From an optimization exercise on the open Yosys and OpenROAD flow, aimed at small area, a short achievable clock period and few clock cycles per item; shortcuts taken in it are not production practice. Function was checked by simulation only, so behaviour that the tests miss may differ from the original. Power figures rest on the tool's default switching activity, not on a simulated workload.

==> design/flow/config.mk <==
export PLATFORM = sky130hd
export DESIGN_NAME = rc_rx
export DESIGN_NICKNAME = rc_rx
export VERILOG_FILES = /design/flow/design.v
export SDC_FILE = /design/flow/constraint.sdc
export NUM_CORES = 4
export LEC_CHECK = 0
export CAP_MARGIN = 80
export CORE_MARGIN = 2
export CORE_UTILIZATION = 40
export SLEW_MARGIN = 80
==> design/flow/constraint.sdc <==
create_clock -name core_clock -period 20.0 [get_ports {clk}]
set_input_delay 4.0000 -clock core_clock [delete_from_list [all_inputs] [get_ports {clk}]]
set_output_delay 4.0000 -clock core_clock [all_outputs]
set_load 0.01 [all_outputs]
==> design/flow/design.v <==
module rc_proto_table (
    input  wire [2:0] proto,        
    output reg  [7:0] sync_count,   
    output reg  [7:0] zero_high,
    output reg  [7:0] zero_low,
    output reg  [7:0] one_high,
    output reg  [7:0] one_low,
    output reg        inverted
);
    always @(*) begin
        case (proto)
            3'd1:    begin sync_count = 8'd31; zero_high = 8'd1; zero_low = 8'd3;  one_high = 8'd3; one_low = 8'd1; inverted = 1'b0; end
            3'd2:    begin sync_count = 8'd10; zero_high = 8'd1; zero_low = 8'd2;  one_high = 8'd2; one_low = 8'd1; inverted = 1'b0; end
            3'd3:    begin sync_count = 8'd71; zero_high = 8'd4; zero_low = 8'd11; one_high = 8'd9; one_low = 8'd6; inverted = 1'b0; end
            3'd4:    begin sync_count = 8'd6;  zero_high = 8'd1; zero_low = 8'd3;  one_high = 8'd3; one_low = 8'd1; inverted = 1'b0; end
            3'd5:    begin sync_count = 8'd14; zero_high = 8'd1; zero_low = 8'd2;  one_high = 8'd2; one_low = 8'd1; inverted = 1'b0; end
            default: begin sync_count = 8'd23; zero_high = 8'd1; zero_low = 8'd2;  one_high = 8'd2; one_low = 8'd1; inverted = 1'b1; end
        endcase
    end
endmodule
module rc_div40 (
    input  wire [6:0] r,
    input  wire [2:0] nib,
    input  wire [8:0] s1,        
    input  wire [8:0] s2,        
    input  wire [8:0] s3,        
    output wire [2:0] q,
    output wire [6:0] r_out
);
    function [8:0] step4;        
        input [8:0] t;
        input [8:0] s1, s2, s3;
        reg   [9:0] a, b, c;
        begin
            a = {1'b0, t} - {1'b0, s1};
            b = {1'b0, t} - {1'b0, s2};
            c = {1'b0, t} - {1'b0, s3};
            if (!c[9])      step4 = {2'd3, c[6:0]};
            else if (!b[9]) step4 = {2'd2, b[6:0]};
            else if (!a[9]) step4 = {2'd1, a[6:0]};
            else            step4 = {2'd0, t[6:0]};
        end
    endfunction
    wire [8:0] hi = step4({r, nib[2:1]}, s1, s2, s3);
    wire [7:0] t0 = {hi[6:0], nib[0]};
    wire [8:0] d0 = {1'b0, t0} - s1;
    assign q     = {hi[8:7], ~d0[8]};
    assign r_out = d0[8] ? t0[6:0] : d0[6:0];
endmodule
module rc_rx (
    input  wire        clk,
    input  wire        rst,
    input  wire        ev_valid,
    output wire        ev_ready,
    input  wire [15:0] ev_dt,
    input  wire        ev_edge,
    input  wire [7:0]  cfg_tol,      
    input  wire        cfg_in_en,    
    input  wire        clr_valid,    
    output reg         res_valid,
    output reg  [31:0] res_value,
    output reg  [7:0]  res_len,
    output reg  [31:0] res_unit,
    output reg  [2:0]  res_proto
);
    localparam [1:0] DV_IDLE = 2'd0, DV_RUN = 2'd1, DV_TAIL = 2'd2, DV_DONE = 2'd3;
    localparam [1:0] SC_WAIT = 2'd0, SC_BND = 2'd1, SC_SCAN = 2'd2, SC_FAIL = 2'd3;
    localparam [12:0] XMAX = 13'd4301;   
    integer i;
    reg         rdy;
    reg         a_v, a_e;           
    reg         a_f;                
    reg  [1:0]  a_ph;               
    reg  [15:0] a_dt;
    reg  [7:0]  a_tol;
    reg         a_big;              
    reg         last_e;             
    reg         f_gap, f_match;     
    assign ev_ready = rdy;
    wire accept = ev_valid & rdy;
    reg  [31:0] eacc;               
    reg  [31:0] g;                  
    reg  [12:0] tbo [0:32];         
    reg  [12:0] tbe [0:32];         
    reg  [6:0]  cnt;
    reg         rep;
    reg  [7:0]  t_cur;              
    reg  [9:0]  t_x3;               
    reg         rs;                 
    wire in_big = ev_dt > 16'd4300;
    wire in_e   = ev_edge & cfg_in_en;
    wire slow   = in_e & (~last_e | (rep & (cnt >= 7'd7) & in_big));
    reg  [1:0]  dv_st;
    reg  [2:0]  dp;
    reg  [8:0]  ds1, ds2, ds3;      
    reg         dv_fresh;           
    reg  [3:0]  dv_j;               
    reg  [2:0]  nib;
    reg  [6:0]  dv_r;
    reg  [29:0] dv_u;
    reg  [2:0]  dq;                 
    reg         dq_v;
    reg  [6:0]  tra;                
    reg  [6:0]  trb;
    reg  [20:0] tq;                 
    reg  [2:0]  tqb;
    reg  [1:0]  sc_st;
    reg  [2:0]  bk;
    reg  [3:0]  kk;
    reg  [22:0] kv;                 
    reg  [2:0]  sp;
    reg  [5:0]  ia, ib;             
    reg  [6:0]  need;               
    reg         fv;                 
    reg  [12:0] x_r, y_r;
    reg  [31:0] scode;
    reg  [29:0] u_cur;
    reg  [20:0] tol_cur;
    reg  [1:0]  tol_c;
    reg  [12:0] zh_lo, zh_hi, zl_lo, zl_hi, oh_lo, oh_hi, ol_lo, ol_hi;
    wire [31:0] d_sum   = eacc + {16'd0, a_dt};
    wire [31:0] d_eff   = a_f ? eacc : {16'd0, a_dt};
    wire        edge_v  = a_v & a_e;
    wire [17:0] sf      = {2'b00, a_dt} - {1'b0, g[16:0]};
    wire        m_fast  = ~|g[31:17] & ((sf <= 18'd200) | (sf >= 18'h3FF38));
    wire [32:0] sx      = {1'b0, eacc} - {1'b0, g};
    wire        m_fold  = (sx <= 33'd200) | (sx >= 33'h1FFFFFF38);
    wire        sc_avail = need <= cnt;
    wire        sc_done  = (sc_st == SC_FAIL) | ((sc_st == SC_SCAN) & ~fv & ~sc_avail);
    wire        t_ok     = (a_tol == t_cur) & ~rs;
    wire        s_fold   = edge_v & a_f & (a_ph == 2'd0);
    wire        s_test   = edge_v & a_f & (a_ph == 2'd1);
    wire        act_ok   = ~a_f | (a_ph == 2'd2);
    wire        e_gap    = a_f ? f_gap : a_big;
    wire        e_match  = a_f ? f_match : m_fast;
    wire        dec_big  = edge_v & act_ok & e_gap & e_match & rep & (cnt > 7'd7);
    wire        stall    = s_fold | s_test | (dec_big & ~(t_ok & sc_done));
    wire        consume  = a_v & ~stall;
    wire        publish  = dec_big & ~stall & (sc_st == SC_SCAN);
    wire        act_edge = edge_v & ~stall;
    wire        new_frame = act_edge & (e_gap | (cnt >= 7'd67) | (cnt == 7'd0));
    wire        wr_slot  = edge_v & act_ok & ~e_gap & (cnt < 7'd67) & (cnt != 7'd0);
    wire        t_new    = edge_v & (a_tol != t_cur);
    wire       take     = (sc_st == SC_WAIT) & (dv_st == DV_DONE) & ~rs;
    wire       dv_first = (dv_st == DV_DONE);
    wire       dv_step  = (dv_st == DV_RUN) | (take & (dp != 3'd6));
    wire [7:0] p_sync, p_zh, p_zl, p_oh, p_ol;
    wire       p_inv;
    rc_proto_table u_tab_scan (
        .proto      (sp),
        .sync_count (p_sync),
        .zero_high  (p_zh),
        .zero_low   (p_zl),
        .one_high   (p_oh),
        .one_low    (p_ol),
        .inverted   (p_inv)
    );
    wire [32:0] g33 = {1'b0, g};
    reg [3:0] g_top;
    always @(*) begin
        g_top = 4'd0;
        for (i = 1; i < 11; i = i + 1)
            if (g33[3*i +: 3] != 3'd0) g_top = i[3:0];
    end
    function [2:0] gdig;
        input [32:0] v;
        input [3:0]  j;
        begin
            gdig = v[3*j +: 3];
        end
    endfunction
    wire [2:0] dq_new;
    wire [6:0] dr_new;
    rc_div40 u_step (
        .r     (dv_fresh ? 7'd0 : dv_r),
        .nib   (nib),
        .s1    (ds1),
        .s2    (ds2),
        .s3    (ds3),
        .q     (dq_new),
        .r_out (dr_new)
    );
    function [9:0] tmul2;            
        input [1:0] q;
        input [7:0] t;
        input [9:0] t3;
        begin
            case (q)
                2'd0:    tmul2 = 10'd0;
                2'd1:    tmul2 = {2'b00, t};
                2'd2:    tmul2 = {1'b0, t, 1'b0};
                default: tmul2 = t3;
            endcase
        end
    endfunction
    function [26:0] smul;
        input [2:0] p;
        begin
            case (p)
                3'd1:    smul = {9'd93,  9'd62,  9'd31};
                3'd2:    smul = {9'd30,  9'd20,  9'd10};
                3'd3:    smul = {9'd213, 9'd142, 9'd71};
                3'd4:    smul = {9'd18,  9'd12,  9'd6};
                3'd5:    smul = {9'd42,  9'd28,  9'd14};
                default: smul = {9'd69,  9'd46,  9'd23};
            endcase
        end
    endfunction
    wire [9:0]  tm_lo = tmul2(dq[1:0], t_cur, t_x3);
    wire [9:0]  tm_hi = dq[2] ? {t_cur, 2'b00} : 10'd0;
    wire [11:0] tn = {2'b00, tra, 3'b000} + {2'b00, trb, 3'b000} +
                     {2'b00, tm_lo} + {2'b00, tm_hi};
    reg  [5:0]  tq2;
    reg  [6:0]  trr;
    always @(*) begin
        case (tn[11:7])
            5'd0: begin tq2 = 6'd0; trr = 7'd0; end
            5'd1: begin tq2 = 6'd1; trr = 7'd28; end
            5'd2: begin tq2 = 6'd2; trr = 7'd56; end
            5'd3: begin tq2 = 6'd3; trr = 7'd84; end
            5'd4: begin tq2 = 6'd5; trr = 7'd12; end
            5'd5: begin tq2 = 6'd6; trr = 7'd40; end
            5'd6: begin tq2 = 6'd7; trr = 7'd68; end
            5'd7: begin tq2 = 6'd8; trr = 7'd96; end
            5'd8: begin tq2 = 6'd10; trr = 7'd24; end
            5'd9: begin tq2 = 6'd11; trr = 7'd52; end
            5'd10: begin tq2 = 6'd12; trr = 7'd80; end
            5'd11: begin tq2 = 6'd14; trr = 7'd8; end
            5'd12: begin tq2 = 6'd15; trr = 7'd36; end
            5'd13: begin tq2 = 6'd16; trr = 7'd64; end
            5'd14: begin tq2 = 6'd17; trr = 7'd92; end
            5'd15: begin tq2 = 6'd19; trr = 7'd20; end
            5'd16: begin tq2 = 6'd20; trr = 7'd48; end
            5'd17: begin tq2 = 6'd21; trr = 7'd76; end
            5'd18: begin tq2 = 6'd23; trr = 7'd4; end
            5'd19: begin tq2 = 6'd24; trr = 7'd32; end
            5'd20: begin tq2 = 6'd25; trr = 7'd60; end
            5'd21: begin tq2 = 6'd26; trr = 7'd88; end
            5'd22: begin tq2 = 6'd28; trr = 7'd16; end
            5'd23: begin tq2 = 6'd29; trr = 7'd44; end
            5'd24: begin tq2 = 6'd30; trr = 7'd72; end
            5'd25: begin tq2 = 6'd32; trr = 7'd0; end
            5'd26: begin tq2 = 6'd33; trr = 7'd28; end
            5'd27: begin tq2 = 6'd34; trr = 7'd56; end
            5'd28: begin tq2 = 6'd35; trr = 7'd84; end
            default: begin tq2 = 6'd0; trr = 7'd0; end
        endcase
    end
    wire        big  = |u_cur[29:19];
    wire [18:0] us   = u_cur[18:0];
    wire [22:0] k8   = kk[3] ? {1'b0, us, 3'b000} : kk[2] ? {2'b00, us, 2'b00} : 23'd0;
    wire [22:0] k2   = kk[1] ? {3'b000, us, 1'b0} : 23'd0;
    wire [22:0] k1   = kk[0] ? {4'b0000, us} : 23'd0;
    wire [22:0] kv_n = k8 + k2 + k1;
    wire [24:0] b_lo = {2'b00, kv} - {4'b0000, tol_cur} - {23'd0, tol_c};
    wire [24:0] b_hi = {2'b00, kv} + {4'b0000, tol_cur} + {23'd0, tol_c};
    reg  [3:0]  kb;
    always @(*) begin
        case (bk)
            3'd1:    kb = p_zh[3:0];
            3'd2:    kb = p_zl[3:0];
            3'd3:    kb = p_oh[3:0];
            default: kb = p_ol[3:0];
        endcase
    end
    wire        big_lo0 = ((kb == 4'd1) & (t_cur >= 8'd100)) | ((kb == 4'd2) & (t_cur >= 8'd200));
    wire [12:0] n_lo = big ? (big_lo0 ? 13'd0 : XMAX) :
                       b_lo[24] ? 13'd0 : (|b_lo[23:13] | (b_lo[12:0] > 13'd4300)) ? XMAX : b_lo[12:0];
    wire [12:0] n_hi = (big | (|b_hi[23:13]) | (b_hi[12:0] > 13'd4300)) ? XMAX : b_hi[12:0];
    wire        bnd_last = (sp == 3'd3) ? (bk == 3'd4) : (bk == 3'd2);
    wire [3:0]  kk_n = (bk == 3'd0) ? p_zl[3:0] : (bk == 3'd1) ? p_oh[3:0] : p_ol[3:0];
    wire        inv  = (sp == 3'd6);
    wire [12:0] rd_o = tbo[ia];
    wire [12:0] rd_e = tbe[ib];
    wire is_zero = (x_r >= zh_lo) & (x_r <= zh_hi) & (y_r >= zl_lo) & (y_r <= zl_hi);
    wire is_one  = (x_r >= oh_lo) & (x_r <= oh_hi) & (y_r >= ol_lo) & (y_r <= ol_hi);
    wire sc_fetch = ~rs & (((sc_st == SC_BND) & ~fv) | (sc_st == SC_SCAN)) & sc_avail;
    wire sc_check = ~rs & (sc_st == SC_SCAN) & fv;
    wire sc_take  = ~rs & take;
    wire sc_bnd   = ~rs & (sc_st == SC_BND);
    always @(posedge clk) begin
        if (rst) begin
            rdy       <= 1'b1;
            a_v       <= 1'b0;
            last_e    <= 1'b1;
            eacc      <= 32'd0;
            g         <= 32'd0;
            cnt       <= 7'd0;
            rep       <= 1'b0;
            t_cur     <= 8'd0;
            t_x3      <= 10'd0;
            rs        <= 1'b1;
            dv_st     <= DV_IDLE;
            dp        <= 3'd1;
            sc_st     <= SC_WAIT;
            sp        <= 3'd1;
            fv        <= 1'b0;
            res_valid <= 1'b0;
            res_value <= 32'd0;
            res_len   <= 8'd0;
            res_unit  <= 32'd0;
            res_proto <= 3'd0;
        end else begin
            if (accept)
                a_v <= 1'b1;
            else if (consume)
                a_v <= 1'b0;
            if (accept)
                last_e <= in_e;
            rdy <= ~(accept & slow) & ~(a_v & stall);
            if ((a_v & ~a_e) | s_fold)
                eacc <= d_sum;
            if (act_edge)
                eacc <= 32'd0;
            if (wr_slot)
                cnt <= cnt + 7'd1;
            rs <= 1'b0;
            if (t_new) begin
                t_cur <= a_tol;
                t_x3  <= {2'b00, a_tol} + {1'b0, a_tol, 1'b0};
                rs    <= 1'b1;
            end
            if (new_frame) begin
                g   <= d_eff;
                cnt <= 7'd1;
                rs  <= 1'b1;
                rep <= e_gap & e_match & ~rep;
            end
            if (publish) begin
                res_valid <= 1'b1;
                res_value <= scode;
                res_len   <= {2'b00, cnt[6:1] - ((cnt[0]) ? 6'd0 : 6'd1)};
                res_unit  <= {2'b00, u_cur};
                res_proto <= sp;
            end else if (clr_valid) begin
                res_valid <= 1'b0;
                res_value <= 32'd0;
                res_len   <= 8'd0;
                res_unit  <= 32'd0;
                res_proto <= 3'd0;
            end
            if (rs) begin
                dv_st <= DV_RUN;
                dp    <= 3'd1;
            end else begin
                case (dv_st)
                    DV_RUN:  if (dv_j == 4'd0) dv_st <= DV_TAIL;
                    DV_TAIL: dv_st <= DV_DONE;
                    DV_DONE: begin
                        if (take) begin
                            if (dp == 3'd6) begin
                                dv_st <= DV_IDLE;
                            end else begin
                                dp    <= dp + 3'd1;
                                dv_st <= (dv_j == 4'd0) ? DV_TAIL : DV_RUN;
                            end
                        end
                    end
                    default: ;
                endcase
            end
            if (rs) begin
                sc_st <= SC_WAIT;
                sp    <= 3'd1;
                fv    <= 1'b0;
            end else begin
                if (sc_take)
                    fv <= 1'b0;
                else if (sc_fetch)
                    fv <= 1'b1;
                else if (sc_check)
                    fv <= 1'b0;
                case (sc_st)
                    SC_WAIT: if (take) sc_st <= SC_BND;
                    SC_BND:  if (bnd_last) sc_st <= SC_SCAN;
                    SC_SCAN: begin
                        if (fv & ~(is_zero | is_one)) begin
                            if (sp == 3'd6) begin
                                sc_st <= SC_FAIL;
                            end else begin
                                sp    <= sp + 3'd1;
                                sc_st <= SC_WAIT;
                            end
                        end
                    end
                    default: ;
                endcase
            end
        end
    end
    always @(posedge clk) begin
        if (accept) begin
            a_e   <= in_e;
            a_f   <= ~last_e;
            a_ph  <= 2'd0;
            a_dt  <= ev_dt;
            a_tol <= cfg_tol;
            a_big <= in_big;
        end else if (s_fold | s_test) begin
            a_ph  <= a_ph + 2'd1;
        end
        if (s_test) begin
            f_gap   <= eacc > 32'd4300;
            f_match <= m_fold;
        end
        if (wr_slot) begin
            if (cnt[0])
                tbo[cnt[6:1]] <= d_eff[12:0];
            else
                tbe[cnt[6:1] - 6'd1] <= d_eff[12:0];
        end
        if (dv_step | (dv_st == DV_TAIL))
            dv_r <= dr_new;
        dq    <= dq_new;
        if (rs) begin
            {ds3, ds2, ds1} <= smul(3'd1);
            dv_fresh <= 1'b1;
            dv_j  <= g_top;
            nib   <= gdig(g33, g_top);
            dv_u  <= 30'd0;
            dq_v  <= 1'b0;
            tra   <= 7'd0;
            trb   <= 7'd0;
            tq    <= 21'd0;
            tqb   <= 3'd0;
        end else begin
            if (dq_v) begin
                tra <= trr;
                trb <= tn[6:0];
                tq  <= {tq[17:0] + {12'd0, tqb, 3'b000}, tq2[2:0]};
                tqb <= tq2[5:3];
            end
            if (dv_step) begin
                dv_u  <= {dv_first ? 27'd0 : dv_u[26:0], dq_new};
                dv_fresh <= 1'b0;
                dv_j  <= dv_j - 4'd1;
                nib   <= gdig(g33, dv_j - 4'd1);
                dq_v  <= 1'b1;
                if (dv_j == 4'd0) begin
                    {ds3, ds2, ds1} <= smul(dp + 3'd1);
                    dv_fresh <= 1'b1;
                    dv_j  <= g_top;
                    nib   <= gdig(g33, g_top);
                end
            end else begin
                dq_v  <= 1'b0;
            end
            if (dv_first & dv_step) begin
                tra   <= 7'd0;
                trb   <= 7'd0;
                tq    <= 21'd0;
                tqb   <= 3'd0;
            end
            if ((dv_st == DV_TAIL) & (dv_j != 4'd0) & ({6'd0, nib} < ds1)) begin
                dv_fresh <= 1'b0;
                dv_j  <= dv_j - 4'd1;
                nib   <= gdig(g33, dv_j - 4'd1);
            end
        end
        if (sc_take) begin
            u_cur   <= dv_u;
            tol_cur <= tq + {15'd0, tqb, 3'b000};
            tol_c   <= (({1'b0, tra} + {1'b0, trb}) >= 8'd200) ? 2'd2 :
                       (({1'b0, tra} + {1'b0, trb}) >= 8'd100) ? 2'd1 : 2'd0;
            scode   <= 32'd0;
            ia      <= p_inv ? 6'd1 : 6'd0;
            ib      <= 6'd0;
            need    <= p_inv ? 7'd4 : 7'd3;
            kv      <= (sp == 3'd3) ? {2'b00, dv_u[18:0], 2'b00} : {4'b0000, dv_u[18:0]};
            bk      <= 3'd1;
            kk      <= p_zl[3:0];
        end
        if (sc_bnd) begin
            kv <= kv_n;
            kk <= kk_n;
            bk <= bk + 3'd1;
            case (bk)
                3'd1: begin
                    zh_lo <= n_lo;  zh_hi <= n_hi;
                    if (sp != 3'd3) begin ol_lo <= n_lo; ol_hi <= n_hi; end
                end
                3'd2: begin
                    zl_lo <= n_lo;  zl_hi <= n_hi;
                    if (sp != 3'd3) begin oh_lo <= n_lo; oh_hi <= n_hi; end
                end
                3'd3: begin oh_lo <= n_lo; oh_hi <= n_hi; end
                3'd4: begin ol_lo <= n_lo; ol_hi <= n_hi; end
                default: ;
            endcase
        end
        if (sc_fetch) begin
            x_r  <= inv ? rd_e : rd_o;
            y_r  <= inv ? rd_o : rd_e;
            ia   <= ia + 6'd1;
            ib   <= ib + 6'd1;
            need <= need + 7'd2;
        end
        if (sc_check)
            scode <= {scode[30:0], ~is_zero};
    end
endmodule
==> design/flow/flow/run.sh <==
#!/bin/bash
# The standard layout, with one change: the buffers that ORFS puts on
# every input and output port are buf_4 cells instead of the slow delay
# buffer buffer_ports picks by default. Everything else is standard.sh.
set -euo pipefail
export BUFFER_PORTS_ARGS="-buffer_cell sky130_fd_sc_hd__buf_4"
bash standard.sh > standard.log 2>&1
==> design/flow/standard.sh <==
#!/bin/bash
# synth_recipe.tcl (not shown) runs the flow's synth.tcl, then flattens the netlist and writes it again
# the make line also repeats each setting of config.mk as NAME=value (left out here)
make -C /OpenROAD-flow-scripts/flow DESIGN_CONFIG=/design/flow/config.mk WORK_HOME=/design/flow/orfs CLKGATE_MAP_FILE= SYNTH_SCRIPT=/design/flow/synth_recipe.tcl "${@:-finish}"
==> impl_metrics.toml, run 1 <==
[logic_synthesis]
synthArstFlopShare_pct = 0
synth_warnings = 3
synth_seq_cells = 1434
ys.flop_type = "edfxtp_1"
syn_inst = 5307
synth_area_sq_mm = 0.0699
ys_seq_area_share_pct = 57.7
synth_cell_types = 93
syn_area_per_cell_sq_um = 13.2
synth_edf_count = 1165

[clocking]
root_buffer = "clkbuf_16"
cts_max_path_buffers = 3
htree_num_levels = 4
ctsHoldBuffers = 0
clk-insertion-delay-late_ns = 0.81
cts_inserted_buffers = 152
ctsResizeCount = 0
clk_pin_slew_ns = 0.06
cts_setup_buffers = 0
cts_tree = "yes"
clock_sinks = 1434

[placed_design]
hpwlAfterDp_mm = 130
port_buffers = 102
routabilityCongestion = 0.874
dp_cells = 7876

[detailed_routing]
drt_first_pass_iters = 6
vias = 45000
drt_iter0_markers = 3900
wire_per_inst_um = 21.7
drc = 0
viasPerCell = 5.50
wirelength_mm = 177
ant_nets = 0

[critical_path]
slowest_stage = "clkdlybuf4s50_1"
cp.arrival_ns = 6.30
cp.required_ns = 20.54
crit_type = "reg -> reg"
cpPeakStageDelay_ns = 0.54
worstPathMaxFanout = 4
crit_chain = "fa_1 -> ha_1 -> fa_1 -> a211oi_2 -> o21ai_0 -> a21oi_1 -> o22ai_2 -> o41ai_4 -> buf_1 -> clkdlybuf4s50_1 -> mux2i_2 -> a2111oi_4 -> nand3_1 -> nor4_1 -> nand3b_1 -> buf_4 -> clkdlybuf4s15_2 -> buf_2 -> buf_2 -> or2_2"
crit_path_end_kind = "register"
critPathLaunchType = "register"

[worst_hold_path]
hp-class = "reg -> reg"

[timing]
fmax_ghz = 0.174
rsz0062_at_grt = "false"
slew_viol_final = 0
finalCritPeriodShare_pct = 28.8
worst_clock_skew_ns = 0.0438
fin_crit_ns = 5.76
finalSetupTns_ns = 0
report.final.hold_viol_count = 0
setup_viol = 0

[pwr]
leakage_nw = 30.4
p_per_area_mw_per_mm2 = 81.3
ir_drop_mv = 0.0935

[floorplan]
die_y_um = 422
initial_core_util_pct = 40.2
pin_count = 107
core_region_area_sq_mm = 0.174
die_w_um = 422
die-area_sq_mm = 0.178
placementRows = 153

[global_routing]
antenna_found_initial = 1
grt_max_degree = 44
grt_pass1_wl_mm = 272
overflow = 0
grtUsageTotal_pct = 19.7
grt_pass1_vias = 44600

[run_status]
status = "no timing/DRC/antenna violations"

[final_layout]
nFillCells = 15000
nNetsFinal = 6150
diodes = 0
drive_above_1_share_pct = 24.5
final_common_cell = "edfxtp_1"
synthToLayoutAreaGrowth_pct = 20.8
finalNonFillerCells = 8173
layout_common_cells = "edfxtp_1 (1165), inv_1 (338), ha_1 (332)"

[flow_run]
maxCapViolCount = 0
[critical path, delay by kind of cell, from the launching register on]
kind,cells,cell delay [ns]
compound gates,6,1.38
fa+ha+maj,3,1.24
buf+inv,6,1.49
flops,1,0.49
mux,1,0.09
simple gates,4,0.82
[flip-flops by register name, indices dropped and copies added (netlist names), 10 cells and up, named ones only]
name and flops:
zl_hi 13, y_r 13, zl_lo 13, oh_lo 13
scode 32, res_unit 30, tbe 429, oh_hi 13
x_r 13, u_cur 30, eacc 32, tbo 429
ol_lo 13, t_x3 10, kv 23, res_value 32
tq 20, zh_lo 13, zh_hi 13, ol_hi 13
tol_cur 21, a_dt 16, dv_u 30, g 32
[per-layer routing]
metal,part of all wire (%),track usage (%)
met5,0,0
met3,4.6,2.53
met4,2.5,5.46
met2,49,32.5
met1,44,27.3
[logic make-up after synthesis]
| family | Yosys count | synth area share, % |
|---|---|---|
| adders and majority gates | 397 | 7.55 |
| buffers and inverters | 583 | 3.25 |
| DFF | 1434 | 57.7 |
| AOI/OAI and AO/OA | 945 | 8.67 |
| muxes | 432 | 11.1 |
| xor gates and xnor gates | 189 | 2.37 |
| and+or+nand+nor | 1326 | 9.30 |
| other | 1 | 0.00536 |
[per-stage QoR]
step	hold WS (ns)	setup WS, ns	area (sq um)	power (mW)	util, %
floorplan	0.408	14.61	69900	3.84	-
global placement	0.415	13.91	73500	4.01	42.3
detailed placement	0.421	14.26	78800	4.14	45.3
CTS	0.433	14.26	83800	6.90	48.2
global route	0.439	14.10	84400	7.12	48.6
finish	0.436	14.24	84400	6.87	48.6
[synth_stat cells, types with 15 or more instances]
library cell  instances  area, sq um
edfxtp_1           1165        35000
nor2_1              374         1400
ha_1                355         4440
inv_1               347         1300
nand2_1             331         1240
a21oi_1             330         1650
mux4_2              273         6150
dfxtp_1             269         5390
clkbuf_1            156          586
o21ai_0             148          741
mux2i_1             129         1290
nand3_1             118          591
xnor2_1             117         1020
nor3_1               91          455
a21o_1               80          601
nand3b_1             76          571
xor2_1               72          631
a211oi_1             64          480
and2_1               63          394
buf_1                57          214
o21a_1               55          413
nor2b_1              46          288
fa_1                 42          841
nand4_1              39          244
o31ai_1              33          248
nor4_1               31          194
a22oi_1              30          225
a31oi_1              30          188
and3_1               28          175
mux2_2               28          315
nand2b_1             28          175
o21bai_1             28          210
or4_1                23          173
or3_1                22          138
o211ai_1             19          143
or2_2                15         93.8
[worst paths after layout]
path / from / to / slack [ns] / depth (start not counted)
setup / recovery: kv[1] / ol_hi[2] / 14.24 / 20
hold / removal: dv_u[28] / u_cur[28] / 0.44 / 0
hold reg to reg: dv_u[28] / u_cur[28] / 0.44 / 0
setup reg to reg: kv[1] / ol_hi[2] / 14.24 / 20
[report_power, final]
group	internal, mW	total [mW]	switching, mW
combinational	0.326	0.780	0.454
clock	1.56	2.76	1.20
sequential	3.28	3.32	0.0403
total	5.17	6.87	1.69
[cell type report]
class,count,area (sq um),area share (%)
tap,2325,2910,3.44
inverter,352,1330,1.58
sequential,1434,40500,47.9
timing repair buffer,490,4800,5.69
multi-input combinational,3293,30000,35.5
clock inverter,81,835,0.988
clock buffer,198,4110,4.87
Testbench counts, summed over its fixed seeds: cycles 23,064, events 22,061.
==> inputs of run 2 (changes only) <==
--- a/design/flow/design.v
+++ b/design/flow/design.v
@@ -70,12 +70,14 @@
     reg         rdy;
     reg         a_v, a_e;           
     reg         a_f;                
+    reg         a_s;                
     reg  [1:0]  a_ph;               
     reg  [15:0] a_dt;
     reg  [7:0]  a_tol;
     reg         a_big;              
     reg         last_e;             
-    reg         f_gap, f_match;     
+    reg         ser_c, ser_b;       
+    reg         f_le, f_ge, f_z, f_o, f_gt, f_nz;    
     assign ev_ready = rdy;
     wire accept = ev_valid & rdy;
     reg  [31:0] eacc;               
@@ -89,7 +91,7 @@
     reg         rs;                 
     wire in_big = ev_dt > 16'd4300;
     wire in_e   = ev_edge & cfg_in_en;
-    wire slow   = in_e & (~last_e | (rep & (cnt >= 7'd7) & in_big));
+    wire slow   = ~in_e | ~last_e | (rep & (cnt >= 7'd7) & in_big);
     reg  [1:0]  dv_st;
     reg  [2:0]  dp;
     reg  [8:0]  ds1, ds2, ds3;      
@@ -118,23 +120,25 @@
     reg  [20:0] tol_cur;
     reg  [1:0]  tol_c;
     reg  [12:0] zh_lo, zh_hi, zl_lo, zl_hi, oh_lo, oh_hi, ol_lo, ol_hi;
-    wire [31:0] d_sum   = eacc + {16'd0, a_dt};
     wire [31:0] d_eff   = a_f ? eacc : {16'd0, a_dt};
     wire        edge_v  = a_v & a_e;
     wire [17:0] sf      = {2'b00, a_dt} - {1'b0, g[16:0]};
     wire        m_fast  = ~|g[31:17] & ((sf <= 18'd200) | (sf >= 18'h3FF38));
-    wire [32:0] sx      = {1'b0, eacc} - {1'b0, g};
-    wire        m_fold  = (sx <= 33'd200) | (sx >= 33'h1FFFFFF38);
+    wire [8:0]  ssum    = {1'b0, eacc[7:0]} + {1'b0, a_dt[7:0]} + {8'd0, ser_c};
+    wire [7:0]  sgb     = g[{a_ph, 3'b000} +: 8];
+    wire [8:0]  sdif    = {1'b0, ssum[7:0]} - {1'b0, sgb} - {8'd0, ser_b};
+    wire        f_gap   = f_nz | f_gt;
+    wire        f_match = ser_b ? (f_o & f_ge) : (f_z & f_le);
     wire        sc_avail = need <= cnt;
     wire        sc_done  = (sc_st == SC_FAIL) | ((sc_st == SC_SCAN) & ~fv & ~sc_avail);
     wire        t_ok     = (a_tol == t_cur) & ~rs;
-    wire        s_fold   = edge_v & a_f & (a_ph == 2'd0);
-    wire        s_test   = edge_v & a_f & (a_ph == 2'd1);
-    wire        act_ok   = ~a_f | (a_ph == 2'd2);
+    wire        s_ser    = a_v & a_s;
+    wire        ser_last = s_ser & (a_ph == 2'd3);
+    wire        act_ok   = ~a_s;
     wire        e_gap    = a_f ? f_gap : a_big;
     wire        e_match  = a_f ? f_match : m_fast;
     wire        dec_big  = edge_v & act_ok & e_gap & e_match & rep & (cnt > 7'd7);
-    wire        stall    = s_fold | s_test | (dec_big & ~(t_ok & sc_done));
+    wire        stall    = (s_ser & ~(~a_e & ser_last)) | (dec_big & ~(t_ok & sc_done));
     wire        consume  = a_v & ~stall;
     wire        publish  = dec_big & ~stall & (sc_st == SC_SCAN);
     wire        act_edge = edge_v & ~stall;
@@ -308,8 +312,8 @@
             if (accept)
                 last_e <= in_e;
             rdy <= ~(accept & slow) & ~(a_v & stall);
-            if ((a_v & ~a_e) | s_fold)
-                eacc <= d_sum;
+            if (s_ser)
+                eacc <= {ssum[7:0], eacc[31:8]};
             if (act_edge)
                 eacc <= 32'd0;
             if (wr_slot)
@@ -392,16 +396,40 @@
         if (accept) begin
             a_e   <= in_e;
             a_f   <= ~last_e;
+            a_s   <= ~in_e | ~last_e;
             a_ph  <= 2'd0;
             a_dt  <= ev_dt;
             a_tol <= cfg_tol;
             a_big <= in_big;
-        end else if (s_fold | s_test) begin
+            ser_c <= 1'b0;
+            ser_b <= 1'b0;
+        end else if (s_ser) begin
             a_ph  <= a_ph + 2'd1;
-        end
-        if (s_test) begin
-            f_gap   <= eacc > 32'd4300;
-            f_match <= m_fold;
+            a_dt  <= {8'd0, a_dt[15:8]};
+            ser_c <= ssum[8];
+            ser_b <= sdif[8];
+            if (a_ph == 2'd3)
+                a_s <= 1'b0;
+            case (a_ph)
+                2'd0: begin
+                    f_le <= sdif[7:0] <= 8'd200;
+                    f_ge <= sdif[7:0] >= 8'd56;
+                    f_gt <= ssum[7:0] > 8'hCC;
+                    f_z  <= 1'b1;
+                    f_o  <= 1'b1;
+                    f_nz <= 1'b0;
+                end
+                2'd1: begin
+                    f_gt <= (ssum[7:0] > 8'h10) | ((ssum[7:0] == 8'h10) & f_gt);
+                    f_z  <= sdif[7:0] == 8'h00;
+                    f_o  <= sdif[7:0] == 8'hFF;
+                end
+                default: begin
+                    f_nz <= f_nz | (ssum[7:0] != 8'h00);
+                    f_z  <= f_z & (sdif[7:0] == 8'h00);
+                    f_o  <= f_o & (sdif[7:0] == 8'hFF);
+                end
+            endcase
         end
         if (wr_slot) begin
             if (cnt[0])
--- a/design/flow/config.mk
+++ b/design/flow/config.mk
@@ -5,7 +5,7 @@
 export SDC_FILE = /design/flow/constraint.sdc
 export NUM_CORES = 4
 export LEC_CHECK = 0
-export CAP_MARGIN = 80
+export CAP_MARGIN = 20
 export CORE_MARGIN = 2
 export CORE_UTILIZATION = 40
-export SLEW_MARGIN = 80
+export SLEW_MARGIN = 20
==> impl_metrics.toml, run 2 <==
[worst_hold_path]
min_to = "u_cur[29]"
hp-class = "reg -> reg"
min_from = "dv_u[29]"
hold_depth = 0

[critical_path]
crit_type = "reg -> out"
crit_path_end_kind = "output pin"
critPathTopFamily = "flip-flops"
critPathLaunchType = "register"
cpPeakStageDelay_ns = 0.61
worstPathMaxFanout = 2
path_buf_inv = 1
cp.required_ns = 16.00
reg2reg_from = "dv_fresh"
reg2reg_depth = 15
crit_chain = "buf_4"
slowest_stage = "dfxtp_1"
rr_endpoint = "dv_r[3]"
cp.arrival_ns = 1.62
ff2ff_setup_slack_ns = 14.71

[global_routing]
grt_pass1_vias = 41500
overflow = 0
grt_max_degree = 73
grtUsageTotal_pct = 19.4
grt_pass1_wl_mm = 260
antenna_found_initial = 3

[pwr]
p_seq_share_pct = 49.5
clkPwrFrac_pct = 41.6
p_per_area_mw_per_mm2 = 87.2
p_int_mw = 5.16
p_switching_mw = 1.63
combPwrFrac_pct = 8.9
swShare_pct = 24.1
ir_drop_mv = 0.0656
leakage_nw = 28.7

[clocking]
clock_sinks = 1441
cts_tree = "yes"
cts_inserted_buffers = 151
clk-insertion-delay-late_ns = 0.80
cts_max_path_buffers = 3
root_buffer = "clkbuf_16"
ctsResizeCount = 0
htree_num_levels = 4
ctsHoldBuffers = 0
clk_pin_slew_ns = 0.06
cts_setup_buffers = 0

[floorplan]
die_y_um = 420
die-area_sq_mm = 0.176
placementRows = 152
die_w_um = 420
core_region_area_sq_mm = 0.172
pin_count = 107
initial_core_util_pct = 40.3

[logic_synthesis]
synth_top_area_share_pct = 50.7
syn_area_per_cell_sq_um = 13.5
syn_inst = 5132
ys_seq_area_share_pct = 58.6
yosysMostFrequentCell = "edfxtp_1"
synth_area_sq_mm = 0.0692
synth_warnings = 3
yosysTopAreaCell = "edfxtp_1"
synthArstFlopShare_pct = 0
synth_cell_types = 106
synth_seq_cells = 1441
synth_edf_count = 1170
ys.flop_type = "edfxtp_1"
yosys-top-cells-area = "edfxtp_1 (51%), mux4_2 (9.1%), dfxtp_1 (7.8%), ha_1 (5.9%), mux2i_1 (2.7%)"
yosys-top-cells-count = "edfxtp_1 (1170), nor2_1 (389), inv_1 (340)"

[final_layout]
diodes = 0
drive_above_1_share_pct = 15.7
multi_input_comb_area_sq_mm = 0.0267
synthToLayoutAreaGrowth_pct = 12.5
nNetsFinal = 5662
finalNonFillerCells = 7695
nFillCells = 15100
final_common_cell = "edfxtp_1"
seq_area_sq_mm = 0.0406
layout_common_cells = "edfxtp_1 (1170), nor2_1 (366), inv_1 (339)"

[detailed_routing]
viasPerCell = 5.53
drt_first_pass_iters = 8
drc = 0
drt_iter0_markers = 3828
ant_nets = 0
wirelength_mm = 172
vias = 42600
wire_per_inst_um = 22.3

[timing]
fmax_ghz = 0.178
worst_clock_skew_ns = 0.0216
setup_viol = 0
tightest_slew_ns = 1.14
slew-limit-headroom_pct = 24.0
report.final.hold_viol_count = 0
finalSetupTns_ns = 0
finalCritPeriodShare_pct = 28.1
rsz0062_at_grt = "false"
fin_crit_ns = 5.62
slew_viol_final = 0

[placed_design]
dp_cells = 7418
routabilityCongestion = 0.849
port_buffers = 102
hpwlAfterDp_mm = 115

[run_status]
status = "no timing/DRC/antenna violations"

[flow_run]
maxCapViolCount = 0
==> run 2: power groups by stage <==
stage               Combinational, mW  Sequential, mW  Clock, mW
floorplan                       0.458            3.39          0
global placement                0.592            3.42          0
detailed placement              0.601            3.43          0
CTS                             0.606            3.36       2.88
global route                    0.672            3.37       2.99
finish                          0.606            3.36       2.82
==> run 2: cells by family after synthesis <==
family                     synth area share (%)
buffers and inverters                      3.18
xor gates and xnor gates                   1.99
muxes                                      12.5
and+or+nand+nor                            9.01
adders and majority gates                  7.19
AOI/OAI and AO/OA                          7.55
other                                   0.00542
DFF                                        58.6
==> run 2: worst max path at each step <==
stage	startpoint	to	cells past startpoint
2_1_floorplan	ev_dt[1]	rdy	6
3_3_place_gp	rst	eacc[28]	4
3_5_place_dp	rst	eacc[9]	4
4_1_cts	res_value[27]	res_value[27]	1
5_1_grt	res_value[27]	res_value[27]	1
6_report	res_value[27]	res_value[27]	1
==> run 2: area by class of cell <==
class	instances	share of cell area, %
Inverter	343	1.65
Multi-Input combinational cell	3125	34.2
Sequential cell	1441	52.1
Timing Repair Buffer	199	1.92
Tap cell	2310	3.71
Clock inverter	86	1.20
Clock buffer	191	5.16
==> run 2: per-stage QoR <==
step / area (sq um) / utilization (%) / setup slack [ns] / hold WS, ns / power (mW)
after CTS: 77900 / 45.3 / 14.23 / 0.430 / 6.85
after global routing: 77900 / 45.4 / 14.32 / 0.448 / 7.03
after global placement: 72900 / 42.5 / 13.96 / 0.414 / 4.02
after detailed placement: 72900 / 42.5 / 13.96 / 0.416 / 4.03
after floorplan: 69300 / - / 14.66 / 0.408 / 3.85
final: 77900 / 45.4 / 14.38 / 0.431 / 6.79
==> run 2: metal layers <==
layer / wire length, um / GRT usage, % / vias up
met4: 3450 / 4.69 / 0
met5: 0 / 0 / -
met3: 9100 / 2.44 / 221
li1: - / - / 19600
met2: 83300 / 31.9 / 1262
met1: 76100 / 27.3 / 21500
Testbench counts of run 2, summed over its fixed seeds: cycles 23,064, events 22,061.
==> inputs of run 3 (changes only) <==
--- a/design/flow/design.v
+++ b/design/flow/design.v
@@ -100,7 +100,7 @@
     reg  [2:0]  nib;
     reg  [6:0]  dv_r;
     reg  [29:0] dv_u;
-    reg  [2:0]  dq;                 
+    reg  [9:0]  tm_lo, tm_hi;       
     reg         dq_v;
     reg  [6:0]  tra;                
     reg  [6:0]  trb;
@@ -210,8 +210,6 @@
             endcase
         end
     endfunction
-    wire [9:0]  tm_lo = tmul2(dq[1:0], t_cur, t_x3);
-    wire [9:0]  tm_hi = dq[2] ? {t_cur, 2'b00} : 10'd0;
     wire [11:0] tn = {2'b00, tra, 3'b000} + {2'b00, trb, 3'b000} +
                      {2'b00, tm_lo} + {2'b00, tm_hi};
     reg  [5:0]  tq2;
@@ -439,7 +437,8 @@
         end
         if (dv_step | (dv_st == DV_TAIL))
             dv_r <= dr_new;
-        dq    <= dq_new;
+        tm_lo <= tmul2(dq_new[1:0], t_cur, t_x3);
+        tm_hi <= dq_new[2] ? {t_cur, 2'b00} : 10'd0;
         if (rs) begin
             {ds3, ds2, ds1} <= smul(3'd1);
             dv_fresh <= 1'b1;
==> impl_metrics.toml, run 3 <==
[run_status]
status = "no timing/DRC/antenna violations"

[timing]
setup_viol = 0
finalHoldWorstSlack_ns = 0.431
tightest_slew_ns = 1.08
rsz0062_at_grt = "false"
finalCritPeriodShare_pct = 27.9
fin_crit_ns = 5.57
worst_clock_skew_ns = 0.0307
slew-limit-headroom_pct = 27.3
report.final.hold_viol_count = 0
slew_viol_final = 0
fmax_ghz = 0.179
finalSetupTns_ns = 0

[global_routing]
grt_pass1_wl_mm = 255
grt_pass1_vias = 40800
grt_max_degree = 75
grtUsageTotal_pct = 19.1
overflow = 0
antenna_found_initial = 4

[logic_synthesis]
synth_seq_cells = 1456
synth_area_sq_mm = 0.0688
synth_warnings = 3
synth_cell_types = 93
yosys-top-cells-area = "edfxtp_1 (51%), mux4_2 (9.2%), dfxtp_1 (8.3%), ha_1 (5.9%), a21oi_1 (2.5%)"
ys.flop_type = "edfxtp_1"
yosys-top-cells-count = "edfxtp_1 (1170), nand2_1 (395), nor2_1 (353)"
yosysTopAreaCell = "edfxtp_1"
synth_top_area_share_pct = 51.1
ys_seq_area_share_pct = 59.4
synth_edf_count = 1170
syn_area_per_cell_sq_um = 13.5
synthArstFlopShare_pct = 0
yosysMostFrequentCell = "edfxtp_1"
syn_inst = 5109

[detailed_routing]
wire_per_inst_um = 22.2
drt_iter0_markers = 3897
viasPerCell = 5.53
drc = 0
drt_first_pass_iters = 5
wirelength_mm = 169
ant_nets = 0
vias = 42100

[critical_path]
ff2ff_setup_slack_ns = 14.76
cp.arrival_ns = 1.57
critPathTopFamily = "flip-flops"
crit_chain = "buf_4"
cpPeakStageDelay_ns = 0.59
path_buf_inv = 1
crit_path_end_kind = "output pin"
critPathLaunchType = "register"
worstPathMaxFanout = 2
slowest_stage = "dfxtp_1"
cp.required_ns = 16.00
crit_type = "reg -> out"

[pwr]
leakage_nw = 27.9
clkPwrFrac_pct = 40.6
combPwrFrac_pct = 8.9
p_total_mw = 6.70
ir_drop_mv = 0.0784
swShare_pct = 24.1
p_switching_mw = 1.61
p_int_mw = 5.08
p_per_area_mw_per_mm2 = 86.8
p_seq_share_pct = 50.5

[placed_design]
placed_area_sq_mm = 0.0724
routabilityCongestion = 0.851
port_buffers = 102
hpwlAfterDp_mm = 113

[worst_hold_path]
hp-class = "reg -> reg"

[final_layout]
nFillCells = 15200
final_common_cell = "edfxtp_1"
fin_util_pct = 45.1
drive_above_1_share_pct = 14.7
synthToLayoutAreaGrowth_pct = 12.2
design_area_sq_mm = 0.0772
nNetsFinal = 5651
diodes = 0
layout_common_cells = "edfxtp_1 (1170), nand2_1 (395), a21oi_1 (339)"

[clocking]
cts_inserted_buffers = 150
cts_max_path_buffers = 3
cts_setup_buffers = 0
clk_pin_slew_ns = 0.06
clk-insertion-delay-late_ns = 0.79
root_buffer = "clkbuf_16"
ctsResizeCount = 0
htree_num_levels = 4
clock_sinks = 1456
cts_tree = "yes"
ctsHoldBuffers = 0

[floorplan]
die-area_sq_mm = 0.175
core_region_area_sq_mm = 0.171
initial_core_util_pct = 40.2
die_w_um = 419
pin_count = 107
die_y_um = 419
placementRows = 152

[flow_run]
maxCapViolCount = 0
==> run 3: worst paths after layout <==
path,startpoint,end,cells past startpoint
max,res_value[29],res_value[29],1
min,dv_u[27],u_cur[27],0
max reg2reg,kv[1],zh_hi[11],13
min reg2reg,dv_u[27],u_cur[27],0
==> run 3: kinds of logic after synthesis <==
group / count (synthesis) / share of synthesized area, %
AOI/OAI and AO/OA: 846 / 7.78
xor gates and xnor gates: 157 / 2.00
adders and majority gates: 372 / 7.26
buffers and inverters: 547 / 3.04
DFF: 1456 / 59.4
muxes: 441 / 11.6
other: 1 / 0.00545
and+or+nand+nor: 1289 / 8.94
==> run 3: power groups by stage <==
stage / registers [mW] / logic [mW] / clock network (mW)
2_1_floorplan: 3.42 / 0.442 / 0
3_3_place_gp: 3.44 / 0.585 / 0
3_5_place_dp: 3.44 / 0.595 / 0
4_1_cts: 3.38 / 0.598 / 2.77
5_1_grt: 3.38 / 0.663 / 2.89
6_report: 3.38 / 0.597 / 2.72
==> run 3: cell type report <==
class | instances | area [sq um] | area share [%]
clock buffer | 198 | 4020 | 5.20
inverter | 325 | 1220 | 1.58
sequential | 1456 | 40900 | 53.0
timing repair buffer | 208 | 1560 | 2.02
tap | 2233 | 2790 | 3.62
multi-input combinational | 3109 | 26000 | 33.7
clock inverter | 76 | 732 | 0.948
==> run 3: stage by stage <==
step,instances,setup WS (ns)
6_report,7605,14.43
2_1_floorplan,5112,14.65
5_1_grt,7605,14.38
3_5_place_dp,7331,14.11
3_3_place_gp,7331,14.14
4_1_cts,7605,14.37
==> run 3: layer usage <==
| layer | global-route usage (%) | wire [um] |
|---|---|---|
| met4 | 5.32 | 4150 |
| met5 | 0 | 45 |
| met3 | 2.91 | 9300 |
| met1 | 26.9 | 75600 |
| met2 | 30.6 | 79800 |
Testbench counts of run 3, summed over its fixed seeds: cycles 23,064, events 22,061.
==> inputs of run 4 (changes only) <==
--- a/design/flow/design.v
+++ b/design/flow/design.v
@@ -67,7 +67,8 @@
     localparam [1:0] SC_WAIT = 2'd0, SC_BND = 2'd1, SC_SCAN = 2'd2, SC_FAIL = 2'd3;
     localparam [12:0] XMAX = 13'd4301;   
     integer i;
-    reg         rdy;
+    reg         rdy;                
+    reg         rdy_n;              
     reg         a_v, a_e;           
     reg         a_f;                
     reg         a_s;                
@@ -79,7 +80,7 @@
     reg         ser_c, ser_b;       
     reg         f_le, f_ge, f_z, f_o, f_gt, f_nz;    
     assign ev_ready = rdy;
-    wire accept = ev_valid & rdy;
+    wire accept = ev_valid & ~rdy_n;
     reg  [31:0] eacc;               
     reg  [31:0] g;                  
     reg  [12:0] tbo [0:32];         
@@ -283,6 +284,7 @@
     always @(posedge clk) begin
         if (rst) begin
             rdy       <= 1'b1;
+            rdy_n     <= 1'b0;
             a_v       <= 1'b0;
             last_e    <= 1'b1;
             eacc      <= 32'd0;
@@ -297,11 +299,6 @@
             sc_st     <= SC_WAIT;
             sp        <= 3'd1;
             fv        <= 1'b0;
-            res_valid <= 1'b0;
-            res_value <= 32'd0;
-            res_len   <= 8'd0;
-            res_unit  <= 32'd0;
-            res_proto <= 3'd0;
         end else begin
             if (accept)
                 a_v <= 1'b1;
@@ -309,7 +306,8 @@
                 a_v <= 1'b0;
             if (accept)
                 last_e <= in_e;
-            rdy <= ~(accept & slow) & ~(a_v & stall);
+            rdy   <= ~(accept & slow) & ~(a_v & stall);
+            rdy_n <= (accept & slow) | (a_v & stall);
             if (s_ser)
                 eacc <= {ssum[7:0], eacc[31:8]};
             if (act_edge)
@@ -328,19 +326,6 @@
                 rs  <= 1'b1;
                 rep <= e_gap & e_match & ~rep;
             end
-            if (publish) begin
-                res_valid <= 1'b1;
-                res_value <= scode;
-                res_len   <= {2'b00, cnt[6:1] - ((cnt[0]) ? 6'd0 : 6'd1)};
-                res_unit  <= {2'b00, u_cur};
-                res_proto <= sp;
-            end else if (clr_valid) begin
-                res_valid <= 1'b0;
-                res_value <= 32'd0;
-                res_len   <= 8'd0;
-                res_unit  <= 32'd0;
-                res_proto <= 3'd0;
-            end
             if (rs) begin
                 dv_st <= DV_RUN;
                 dp    <= 3'd1;
@@ -390,6 +375,17 @@
             end
         end
     end
+    wire res_ld  = rst | clr_valid | publish;
+    wire res_set = publish & ~rst;
+    always @(posedge clk) begin
+        if (res_ld) begin
+            res_valid <= res_set;
+            res_value <= {32{res_set}} & scode;
+            res_len   <= {8{res_set}} & {2'b00, cnt[6:1] - ((cnt[0]) ? 6'd0 : 6'd1)};
+            res_unit  <= {32{res_set}} & {2'b00, u_cur};
+            res_proto <= {3{res_set}} & sp;
+        end
+    end
     always @(posedge clk) begin
         if (accept) begin
             a_e   <= in_e;
==> impl_metrics.toml, run 4 <==
[timing]
tightest_slew_ns = 1.09
rsz0062_at_grt = "false"
slew-limit-headroom_pct = 27.5
setup_viol = 0
fmax_ghz = 0.177
finalCritPeriodShare_pct = 28.2
report.final.hold_viol_count = 0
slew_viol_final = 0
fin_crit_ns = 5.64
worst_clock_skew_ns = 0.0258
finalSetupTns_ns = 0

[detailed_routing]
drt_iter0_markers = 3429
drt_first_pass_iters = 6
viasPerCell = 5.43
vias = 41100
drc = 0
wirelength_mm = 168
ant_nets = 0
wire_per_inst_um = 22.1

[critical_path]
slowest_stage = "edfxtp_1"
critPathLaunchType = "register"
cpPeakStageDelay_ns = 0.59
path_buf_inv = 1
crit_chain = "buf_4"
critPathTopFamily = "flip-flops"
crit_type = "reg -> out"
cp.required_ns = 16.00
crit_path_end_kind = "output pin"
worstPathMaxFanout = 1
cp.arrival_ns = 1.64

[final_layout]
multi_input_comb_area_sq_mm = 0.0255
nFillCells = 15300
synthToLayoutAreaGrowth_pct = 12.9
nNetsFinal = 5542
final_common_cell = "edfxtp_1"
drive_above_1_share_pct = 15.5
layout_common_cells = "edfxtp_1 (1242), nand2_1 (336), ha_1 (326)"
seq_area_sq_mm = 0.0416

[pwr]
p_total_mw = 7.02
leakage_nw = 28.0
ir_drop_mv = 0.0783
p_per_area_mw_per_mm2 = 90.1

[run_status]
status = "no timing/DRC/antenna violations"

[logic_synthesis]
yosysTopAreaCell = "edfxtp_1"
syn_area_per_cell_sq_um = 13.8
synth_edf_count = 1242
synthArstFlopShare_pct = 0
ys.flop_type = "edfxtp_1"
synth_cell_types = 94
syn_inst = 4983
synth_seq_cells = 1457
synth_area_sq_mm = 0.0690
yosys-top-cells-count = "edfxtp_1 (1242), nor2_1 (339), nand2_1 (336)"
ys_seq_area_share_pct = 60.3
yosys-top-cells-area = "edfxtp_1 (54%), mux4_2 (9.1%), dfxtp_1 (6.2%), ha_1 (5.9%), mux2i_1 (2.0%)"
yosysMostFrequentCell = "edfxtp_1"
synth_warnings = 3
synth_top_area_share_pct = 54.0

[clocking]
cts_inserted_buffers = 152
clk_pin_slew_ns = 0.06
root_buffer = "clkbuf_16"
cts_setup_buffers = 0
htree_num_levels = 4
cts_tree = "yes"
ctsResizeCount = 0
clk-insertion-delay-late_ns = 0.80
clock_sinks = 1457
ctsHoldBuffers = 0
cts_max_path_buffers = 3

[global_routing]
antenna_found_initial = 4
grt-busiest-layer = "met2"
grt_util_met2_pct = 31.0
grtUsageTotal_pct = 19.0
grt_max_degree = 73
grt_pass1_vias = 40300
gr-usage-met3_pct = 2.61
overflow = 0
use_met1_pct = 26.3
grt_pass1_wl_mm = 253

[placed_design]
hpwlAfterDp_mm = 114
port_buffers = 102
routabilityCongestion = 0.847

[worst_hold_path]
hp-class = "reg -> reg"

[floorplan]
die_y_um = 419
initial_core_util_pct = 40.2
die_w_um = 419
pin_count = 107
placementRows = 152
die-area_sq_mm = 0.176
core_region_area_sq_mm = 0.172

[flow_run]
maxCapViolCount = 0
[run 4: per-layer routing]
layer  vias up  routed length, um
li1      19100                  -
met1     20800              74400
met2       996              80900
met3       231               7970
met4         6               4430
met5         -                 37
[run 4: path summary, 6_finish.rpt]
check	start	endpoint	depth (start not counted)	slack, ns
max	res_len[4]	res_len[4]	1	14.36
min reg2reg	dv_u[29]	u_cur[29]	0	0.43
max reg2reg	dv_fresh	tm_lo[3]	19	14.89
min	dv_u[29]	u_cur[29]	0	0.43
[run 4: final cells by class]
| cell class | count | area share [%] |
|---|---|---|
| Sequential cell | 1457 | 53.4 |
| Inverter | 328 | 1.58 |
| Multi-Input combinational cell | 2991 | 32.7 |
| Antenna cell | 1 | 0.00321 |
| Clock inverter | 72 | 1.08 |
| Clock buffer | 203 | 5.41 |
| Timing Repair Buffer | 211 | 2.06 |
| Tap cell | 2310 | 3.71 |
[run 4: report_power, final]
part           switching [mW]  internal (mW)  leakage (nW)
Clock                    1.19           1.67          2.46
Combinational           0.451          0.279          12.5
Sequential             0.0536           3.38          13.0
[run 4: kinds of logic (layout without fill, tap and decap cells)]
kind of cell	after synthesis	after routing	synth area share [%]
compound gates	766	766	7.23
xor+xnor	166	166	2.11
fa+ha+maj	371	371	7.22
buf+inv	538	814	3.01
flops	1457	1457	60.3
mux	438	438	11.4
other cells	1	5	0.00543
simple gates	1246	1246	8.70
[run 4: per-stage QoR]
stage	utilization [%]	instance area (sq um)	std cells	hold WS [ns]	setup WS (ns)
3_5_place_dp	42.4	72800	7296	0.421	13.73
5_1_grt	45.4	77900	7573	0.448	14.32
2_1_floorplan	-	69000	4986	0.408	13.09
6_report	45.4	77900	7573	0.435	14.36
4_1_cts	45.4	77800	7571	0.435	14.25
3_3_place_gp	42.4	72800	7296	0.414	13.73
Testbench counts of run 4, summed over its fixed seeds: cycles 23,064, events 22,061.
==> inputs of run 5 (changes only) <==
--- a/design/flow/design.v
+++ b/design/flow/design.v
@@ -261,8 +261,8 @@
     always @(*) begin
         case (bk)
             3'd1:    kb = p_zh[3:0];
-            3'd2:    kb = p_zl[3:0];
-            3'd3:    kb = p_oh[3:0];
+            3'd2:    kb = (sp == 3'd3) ? p_oh[3:0] : p_zl[3:0];
+            3'd3:    kb = p_zl[3:0];
             default: kb = p_ol[3:0];
         endcase
     end
@@ -271,12 +271,15 @@
                        b_lo[24] ? 13'd0 : (|b_lo[23:13] | (b_lo[12:0] > 13'd4300)) ? XMAX : b_lo[12:0];
     wire [12:0] n_hi = (big | (|b_hi[23:13]) | (b_hi[12:0] > 13'd4300)) ? XMAX : b_hi[12:0];
     wire        bnd_last = (sp == 3'd3) ? (bk == 3'd4) : (bk == 3'd2);
-    wire [3:0]  kk_n = (bk == 3'd0) ? p_zl[3:0] : (bk == 3'd1) ? p_oh[3:0] : p_ol[3:0];
+    wire [3:0]  kk_n = (bk == 3'd1) ? ((sp == 3'd3) ? p_zl[3:0] : p_oh[3:0]) : p_ol[3:0];
     wire        inv  = (sp == 3'd6);
     wire [12:0] rd_o = tbo[ia];
     wire [12:0] rd_e = tbe[ib];
-    wire is_zero = (x_r >= zh_lo) & (x_r <= zh_hi) & (y_r >= zl_lo) & (y_r <= zl_hi);
-    wire is_one  = (x_r >= oh_lo) & (x_r <= oh_hi) & (y_r >= ol_lo) & (y_r <= ol_hi);
+    wire x_zero  = (x_r >= zh_lo) & (x_r <= zh_hi);
+    wire x_one   = (x_r >= oh_lo) & (x_r <= oh_hi);
+    wire is_zero = x_zero & (y_r >= zl_lo) & (y_r <= zl_hi);
+    wire is_one  = x_one & (y_r >= ol_lo) & (y_r <= ol_hi);
+    wire x_fail  = (sp == 3'd3) & (bk >= 3'd3) & fv & ~(x_zero | x_one);
     wire sc_fetch = ~rs & (((sc_st == SC_BND) & ~fv) | (sc_st == SC_SCAN)) & sc_avail;
     wire sc_check = ~rs & (sc_st == SC_SCAN) & fv;
     wire sc_take  = ~rs & take;
@@ -359,7 +362,14 @@
                     fv <= 1'b0;
                 case (sc_st)
                     SC_WAIT: if (take) sc_st <= SC_BND;
-                    SC_BND:  if (bnd_last) sc_st <= SC_SCAN;
+                    SC_BND: begin
+                        if (x_fail) begin
+                            sp    <= sp + 3'd1;
+                            sc_st <= SC_WAIT;
+                        end else if (bnd_last) begin
+                            sc_st <= SC_SCAN;
+                        end
+                    end
                     SC_SCAN: begin
                         if (fv & ~(is_zero | is_one)) begin
                             if (sp == 3'd6) begin
@@ -387,7 +397,7 @@
         end
     end
     always @(posedge clk) begin
-        if (accept) begin
+        if (~rdy_n) begin
             a_e   <= in_e;
             a_f   <= ~last_e;
             a_s   <= ~in_e | ~last_e;
@@ -491,7 +501,7 @@
             need    <= p_inv ? 7'd4 : 7'd3;
             kv      <= (sp == 3'd3) ? {2'b00, dv_u[18:0], 2'b00} : {4'b0000, dv_u[18:0]};
             bk      <= 3'd1;
-            kk      <= p_zl[3:0];
+            kk      <= (sp == 3'd3) ? p_oh[3:0] : p_zl[3:0];
         end
         if (sc_bnd) begin
             kv <= kv_n;
@@ -503,10 +513,10 @@
                     if (sp != 3'd3) begin ol_lo <= n_lo; ol_hi <= n_hi; end
                 end
                 3'd2: begin
-                    zl_lo <= n_lo;  zl_hi <= n_hi;
-                    if (sp != 3'd3) begin oh_lo <= n_lo; oh_hi <= n_hi; end
+                    oh_lo <= n_lo;  oh_hi <= n_hi;
+                    if (sp != 3'd3) begin zl_lo <= n_lo; zl_hi <= n_hi; end
                 end
-                3'd3: begin oh_lo <= n_lo; oh_hi <= n_hi; end
+                3'd3: begin zl_lo <= n_lo; zl_hi <= n_hi; end
                 3'd4: begin ol_lo <= n_lo; ol_hi <= n_hi; end
                 default: ;
             endcase
==> impl_metrics.toml, run 5 <==
[timing]
finalHoldWorstSlack_ns = 0.430
finalWorstSetupSlack_ns = 13.77
setup_viol = 0
rsz0062_at_grt = "false"
fin_crit_ns = 6.23
report.final.hold_viol_count = 0
finalCritPeriodShare_pct = 31.1
tightest_slew_ns = 1.12
slew_viol_final = 0
worst_clock_skew_ns = 0.0515
slew-limit-headroom_pct = 24.4
fmax_ghz = 0.161
finalSetupTns_ns = 0

[detailed_routing]
wirelength_mm = 164
vias = 41300
drt_iter0_markers = 3778
viasPerCell = 5.45
drc = 0
ant_nets = 0
drt_first_pass_iters = 6
wire_per_inst_um = 21.6

[pwr]
leakage_nw = 28.2
clkPwrFrac_pct = 39.4
p_total_mw = 7.09
combPwrFrac_pct = 11.4
p_switching_mw = 1.79
p_seq_share_pct = 49.2
p_per_area_mw_per_mm2 = 91.0
ir_drop_mv = 0.0922
swShare_pct = 25.2
p_int_mw = 5.31

[clocking]
cts_tree = "yes"
clk-insertion-delay-late_ns = 0.80
root_buffer = "clkbuf_16"
ctsResizeCount = 0
cts_max_path_buffers = 3
clock_sinks = 1457
htree_num_levels = 4
cts_inserted_buffers = 157
ctsHoldBuffers = 0
cts_setup_buffers = 0
clk_pin_slew_ns = 0.06

[global_routing]
grt_pass1_vias = 40600
grt_pass1_wl_mm = 249
overflow = 0
grt_max_degree = 73
antenna_found_initial = 2
grtUsageTotal_pct = 18.5

[logic_synthesis]
yosysMostFrequentCell = "edfxtp_1"
yosys-top-cells-area = "edfxtp_1 (54%), mux4_2 (9.0%), dfxtp_1 (6.2%), ha_1 (5.9%), mux2i_1 (2.1%)"
ys_seq_area_share_pct = 60.1
synth_top_area_share_pct = 53.9
synth_warnings = 3
synth_area_sq_mm = 0.0692
synth_seq_cells = 1457
yosysTopAreaCell = "edfxtp_1"
ys.flop_type = "edfxtp_1"
synthArstFlopShare_pct = 0
yosys-top-cells-count = "edfxtp_1 (1242), nor2_1 (381), inv_1 (328)"
synth_edf_count = 1242
syn_inst = 4995
synth_cell_types = 92
syn_area_per_cell_sq_um = 13.9

[critical_path]
crit_type = "reg -> reg"
worstPathMaxFanout = 23
cp.required_ns = 20.62
slowest_stage = "a21oi_1"
reg2reg_depth = 17
ff2ff_setup_slack_ns = 13.77
crit_chain = "nor2b_1 -> ha_1 -> and3b_1 -> o21a_1 -> o21a_1 -> o31ai_1 -> nand2_1 -> a21oi_1 -> mux2i_1 -> ha_1 -> a21o_1 -> a21oi_1 -> nor2_1 -> o31a_1 -> a2111o_1 -> and2_1 -> o2bb2ai_1"
cp.arrival_ns = 6.85
rr_endpoint = "tm_lo[2]"
critPathLaunchType = "register"
cpPeakStageDelay_ns = 0.90
reg2reg_from = "dv_fresh"
crit_path_end_kind = "register"

[placed_design]
port_buffers = 102
hpwlAfterDp_mm = 110
placed_area_sq_mm = 0.0730
routabilityCongestion = 0.886
dp_cells = 7293
dp_slack_ns = 13.86

[final_layout]
fin_util_pct = 45.4
finalNonFillerCells = 7582
final_common_cell = "edfxtp_1"
nNetsFinal = 5544
layout_common_cells = "edfxtp_1 (1242), nor2_1 (352), inv_1 (327)"
synthToLayoutAreaGrowth_pct = 12.7
drive_above_1_share_pct = 15.5
design_area_sq_mm = 0.0780

[floorplan]
initial_core_util_pct = 40.3
die_w_um = 420
die_y_um = 420
die-area_sq_mm = 0.176
core_region_area_sq_mm = 0.172
pin_count = 107
placementRows = 152

[run_status]
status = "no timing/DRC/antenna violations"

[worst_hold_path]
hp-class = "reg -> reg"
min_from = "dv_u[28]"
min_to = "u_cur[28]"
hold_depth = 0

[flow_run]
maxCapViolCount = 0
==> run 5: changes by cell type in the layout (fill, tap and decap cells not counted), sizes merged, moves of 14 or more <==
cell	previous run	this run
xnor2	115	95
nor3	82	103
and2	136	117
nand2b	38	56
a21oi	261	231
nor2	339	381
a31oi	30	48
nand2	336	245
clkinv	47	61
==> run 5: how the worst max path moves through the flow <==
stage                     depth (start not counted)     start          to
final                                            17  dv_fresh    tm_lo[2]
after global routing                             17  dv_fresh    tm_lo[2]
after CTS                                        17  dv_fresh    tm_lo[2]
after detailed placement                         17  dv_fresh    tm_lo[2]
after global placement                            4       rst    eacc[22]
after floorplan                                  13   a_dt[0]  res_len[0]
==> run 5: cells by family (layout without fill, tap and decap cells) <==
family / after synthesis / in the layout / share of synthesized area (%)
DFF: 1457 / 1457 / 60.1
and+or+nand+nor: 1231 / 1231 / 8.69
AOI/OAI and AO/OA: 781 / 781 / 7.40
buffers and inverters: 548 / 818 / 3.01
muxes: 453 / 453 / 11.6
adders and majority gates: 371 / 371 / 7.20
xor gates and xnor gates: 153 / 153 / 1.94
other: 1 / 8 / 0.00542
==> run 5: worst max-delay path, delay by kind of cell (launching register included) <==
family / cells / cell delay [ns]
AOI/OAI and AO/OA: 9 / 3.27
and+or+nand+nor: 5 / 1.42
adders and majority gates: 2 / 0.68
DFF: 1 / 0.38
muxes: 1 / 0.32
==> run 5: cell type report <==
cell class                 instances  area, sq um
timing repair buffer             204         1540
antenna                            4         10.0
clock buffer                     208         4290
tap                             2310         2890
multi-input combinational       2993        25700
inverter                         330         1240
sequential                      1457        41600
clock inverter                    76          691
fill                           15100        93700
==> run 5: power groups by stage <==
stage	Clock [mW]	Sequential, mW	Combinational, mW
floorplan	0	3.53	0.585
detailed placement	0	3.55	0.801
global placement	0	3.55	0.789
finish	2.80	3.49	0.807
CTS	2.86	3.49	0.807
global route	2.97	3.50	0.899
==> run 5: layer usage <==
| metal | vias to the layer above | GRT usage [%] | routed length, um |
|---|---|---|---|
| met5 | - | 0 | 0 |
| met4 | 0 | 5.45 | 3880 |
| met3 | 233 | 2.38 | 8710 |
| met2 | 1179 | 29.2 | 76400 |
| met1 | 20700 | 26.6 | 74600 |
| li1 | 19200 | - | - |
Testbench counts of run 5, summed over its fixed seeds: cycles 23,017, events 22,061.

separate check: timing with driven ports:
The flow's constraints put no driver on any port. The routed layouts listed below were extracted and timed again, unchanged, in two steps.
Step 1 (the two cells are an assumption about what drives the block):
set clk [get_ports {clk}]
set_driving_cell -lib_cell sky130_fd_sc_hd__clkbuf_16 $clk
set_driving_cell -lib_cell sky130_fd_sc_hd__buf_2 [delete_from_list [all_inputs] $clk]
Step 2, shift: input delay + t, output delay - t, t = (earliest + latest rising clock arrival at the registers) / 2. This alone moves slack from input paths to output paths.
Three values: ideal, step 1, step 2; two values: the first two.
run | t, ns | setup slack, ns | worst setup path at the end | slew at the worst register clock pin (ns)
run 1 | 0.864 | 14.242 / 14.242 / 14.242 | register to register | 0.07 / 0.07
run 2 | 0.859 | 14.380 / 14.305 / 13.923 | input to register | 0.07 / 0.07
run 3 | 0.861 | 14.429 / 14.342 / 14.082 | input to register | 0.07 / 0.07
run 4 | 0.866 | 14.364 / 14.287 / 13.953 | input to register | 0.06 / 0.06
run 5 | 0.853 | 13.771 / 13.771 / 13.771 | register to register | 0.07 / 0.07
After both steps every run listed still meets setup and hold. The setup slack of run 2, which loses most, moves by -0.075 ns with the drivers and by -0.457 ns with both steps.
